Context: an optimization exercise on an open-source flow, tuned for small area and a short achievable clock period. The choices shown serve that exercise and are no tape-out recipe.
RTL that was checked went through simulation tests only; none was proved equivalent to the original.

## wip/garnet
Design sde_top, start of the top module:
module sde_top (
    input  wire        clk,
    input  wire        rst,
    input  wire        bus_valid,
    input  wire        bus_write,
    input  wire [7:0]  bus_addr,
    input  wire [1:0]  bus_size,      
    input  wire [31:0] bus_wdata,
    output wire        bus_ready,
    output reg         bus_rvalid,
    output reg  [31:0] bus_rdata,
    input  wire [31:0] int_st,        
    output reg         pwm_valid,
    output reg  [3:0]  pwm_op,
    output wire [1:0]  pwm_ph,
    output reg  [31:0] pwm_data,
    input  wire [11:0] adc_raw,
    output reg         adc_valid,
    output reg  [1:0]  adc_op,
    input  wire [63:0] now_us
);
Size in the first run: about 3600 cells after synthesis, ~460 flip-flops, roughly 230 I/O pins.
==> flow/config.mk <==
export PLATFORM = sky130hd
export DESIGN_NAME = sde_top
export DESIGN_NICKNAME = sde_top
export VERILOG_FILES = /design/flow/design.v
export SDC_FILE = /design/flow/constraint.sdc
export NUM_CORES = 4
export LEC_CHECK = 0
export CAP_MARGIN = 20
export CORE_MARGIN = 2
export CORE_UTILIZATION = 55
export CTS_BUF_LIST = sky130_fd_sc_hd__clkbuf_4 sky130_fd_sc_hd__clkbuf_8
export SLEW_MARGIN = 20
==> flow/constraint.sdc <==
create_clock -name core_clock -period 21.0 [get_ports {clk}]
set_input_delay 4.2000 -clock core_clock [delete_from_list [all_inputs] [get_ports {clk}]]
set_output_delay 4.2000 -clock core_clock [all_outputs]
set_load 0.01 [all_outputs]
standard.sh (not shown) runs the stock make flow with config.mk's settings and CLKGATE_MAP_FILE= SYNTH_SCRIPT=/design/flow/synth_recipe.tcl, a recipe that flattens the netlist after the stock synthesis.
==> flow/flow/run.sh <==
#!/bin/bash
set -euo pipefail
MARGIN=${SDE_SETUP_MARGIN:-11}
bash standard.sh SETUP_SLACK_MARGIN=$MARGIN \
    "BUFFER_PORTS_ARGS=-buffer_cell sky130_fd_sc_hd__buf_1" finish > flow_standard.log 2>&1
wip/garnet | stages: all done | timing, DRC, antenna: all pass
Relative to wip/garnet, the following input files were edited for wip/xenon:
- changing CORE_UTILIZATION from 55 to 65
- removing CTS_BUF_LIST (formerly sky130_fd_sc_hd__clkbuf_4 sky130_fd_sc_hd__clkbuf_8)
==> flow/flow/run.sh <==
#!/bin/bash
set -euo pipefail
MARGIN=${SDE_SETUP_MARGIN:-11}
bash standard.sh SETUP_SLACK_MARGIN=$MARGIN finish > flow_standard.log 2>&1
==> comparison <==
- wip/garnet finished every stage and its layout cleared the timing, DRC and antenna checks.
- The final layout from wip/xenon, which completed every stage, passed the timing, DRC and antenna checks at the end of the flow.
- Vertical die dimension in wip/xenon is about 8% lower than in wip/garnet
- Re relative area change from synthesis to final layout: wip/xenon is 3.6 points up on wip/garnet.
- Looking only at final layout net count, and setting everything else aside, the lower value of wip/garnet and wip/xenon goes to wip/xenon.
- wip/xenon vs. wip/garnet: final design instance area without fill up about 3.2%; setup slack went down 0.012 ns; count of instances resized after the clock tree is built went up by 34; cell count -149; maximum VDD drop now larger.
- Against wip/garnet, wip/xenon comes in 13 points higher on final standard cell utilization of the core.
- wip/xenon vs wip/garnet on number of global-route vias before repair: wip/xenon is the higher one.
- wip/garnet has higher critical path's largest stage delay than wip/xenon.
#### Input delta (wip/quartz over wip/xenon)
- CORE_UTILIZATION now 40, was 65
Results
wip/quartz reached the final stage; the timing, DRC and antenna checks on its layout passed.
Between wip/xenon and wip/quartz, the number of nets in the layout figures differ only marginally.
Of the two values seen for beginning of the critical path, int_st[6] was produced by wip/xenon and bus_size[0] by wip/quartz.
Compared with wip/xenon, in wip/quartz quantity of gates resized following cts has increased; number of ordinary and repair buffers in the finished layout higher; upper clock frequency limit went up by about 0.34%.
Function was not checked in any run of this note: the RTL went through the layout flow alone.

sde_top, a different RTL version from the one above (not shown whole).
Size in the first run: ~3,300 cells after synthesis, roughly 230 I/O pins.
==> flow/design.v (excerpt) <==
module sde_top (
    input  wire        clk,
    input  wire        rst,
    input  wire        bus_valid,
    input  wire        bus_write,
    input  wire [7:0]  bus_addr,
    input  wire [1:0]  bus_size,      
    input  wire [31:0] bus_wdata,
    output wire        bus_ready,
    output reg         bus_rvalid,
    output reg  [31:0] bus_rdata,
    input  wire [31:0] int_st,        
    output reg         pwm_valid,
    output reg  [3:0]  pwm_op,
    output wire [1:0]  pwm_ph,
    output reg  [31:0] pwm_data,
    input  wire [11:0] adc_raw,
    output reg         adc_valid,
    output reg  [1:0]  adc_op,
    input  wire [63:0] now_us
);
    localparam [31:0] CARRIER_DEFAULT  = 32'h00067200;
    localparam [31:0] IDENT_VALUE      = 32'h53505737;
    localparam [31:0] PARAM_VALUE      = 32'h000C0021;
    localparam [19:0] SAMPLE_PERIOD_US = 20'd1000000;
    localparam [3:0] PWM_BIND_PIN      = 4'h1;
    localparam [3:0] PWM_CONFIGURE     = 4'h2;
    localparam [3:0] PWM_DEADTIME      = 4'h3;
    localparam [3:0] PWM_ENABLE_INT    = 4'h4;
    localparam [3:0] PWM_START         = 4'h5;
    localparam [3:0] PWM_REGISTER      = 4'h6;
    localparam [3:0] PWM_SET_FREQUENCY = 4'h7;
    localparam [3:0] PWM_SET_DUTY      = 4'h8;
    localparam [3:0] PWM_READ_STATUS   = 4'h9;
    localparam [3:0] PWM_CLEAR_STATUS  = 4'hA;
    localparam [1:0] ADC_CONF_RES      = 2'd1;
  ...
==> flow/config.mk <==
export PLATFORM = sky130hd
export DESIGN_NAME = sde_top
export DESIGN_NICKNAME = sde_top
export VERILOG_FILES = /design/flow/design.v
export SDC_FILE = /design/flow/constraint.sdc
export NUM_CORES = 4
export LEC_CHECK = 0
export CAP_MARGIN = 20
export CORE_MARGIN = 2
export CORE_UTILIZATION = 72
export CTS_BUF_LIST = sky130_fd_sc_hd__clkbuf_8
export CTS_CLUSTER_DIAMETER = 70
export CTS_CLUSTER_SIZE = 16
export SLEW_MARGIN = 20
==> flow/constraint.sdc <==
create_clock -name core_clock -period 21.0 [get_ports {clk}]
set_input_delay 4.2000 -clock core_clock [delete_from_list [all_inputs] [get_ports {clk}]]
set_output_delay 4.2000 -clock core_clock [all_outputs]
set_load 0.01 [all_outputs]
==> flow/flow/run.sh <==
#!/bin/bash
set -euo pipefail
MARGIN=${SDE_SETUP_MARGIN:-11.5}
bash standard.sh SETUP_SLACK_MARGIN=$MARGIN \
    "BUFFER_PORTS_ARGS=-buffer_cell sky130_fd_sc_hd__buf_1" finish > flow_standard.log 2>&1
Next try:
--- a/flow/flow/run.sh
+++ b/flow/flow/run.sh
@@ -2,3 +2,3 @@
 set -euo pipefail
-MARGIN=${SDE_SETUP_MARGIN:-11.5}
+MARGIN=${SDE_SETUP_MARGIN:-11.8}
 bash standard.sh SETUP_SLACK_MARGIN=$MARGIN \
CORE_UTILIZATION = 65   (was 72)
CTS_CLUSTER_DIAMETER = 60   (was 70)
CTS_CLUSTER_SIZE = 14   (was 16)
Effect:
- sequential share of layout area shrinks by 0.62 points
- critical path depth is unchanged
- maximum frequency grows by 0.32%
- clock-buffer cell count grows by 5
- synthesized cell count does not change
- routed wire length grows by 1.3%

-- re-timing with driven ports --
The results above use ideal ports. As a check the final layouts listed here were re-extracted and re-timed, cells and wires unchanged.
Step 1 sets driving cells, clkbuf_16 on the clock port and buf_2 on the other inputs (assumed; they add their load-dependent delay and slew).
Step 2 adds t to the input delays and takes it off the output delays; t is the mean of the earliest and latest rising clock arrival at the registers after step 1. Input paths then give back, and output paths get back, about the clock's delay inside the block.
Three values: ideal, step 1, step 2; two values: the first two.
| run | t, ns | slack for setup (ns) | worst register clock-pin slew, ns |
|---|---|---|---|
| wip/garnet | 0.741 | 11.004 / 10.952 / 10.952 | 0.07 / 0.07 |
| wip/xenon | 0.671 | 10.993 / 10.970 / 10.970 | 0.07 / 0.07 |
| wip/quartz | 0.671 | 11.027 / 10.953 / 10.953 | 0.07 / 0.07 |
| the first run of note 2 | 0.663 | 11.331 / 11.286 / 11.112 | 0.12 / 0.12 |
| the second run of note 2 | 0.670 | 11.362 / 11.338 / 11.338 | 0.11 / 0.11 |
After both steps every run listed still meets setup and hold. The setup slack of the first run of note 2, which loses most, moves by -0.045 ns with the drivers and by -0.219 ns with both steps.
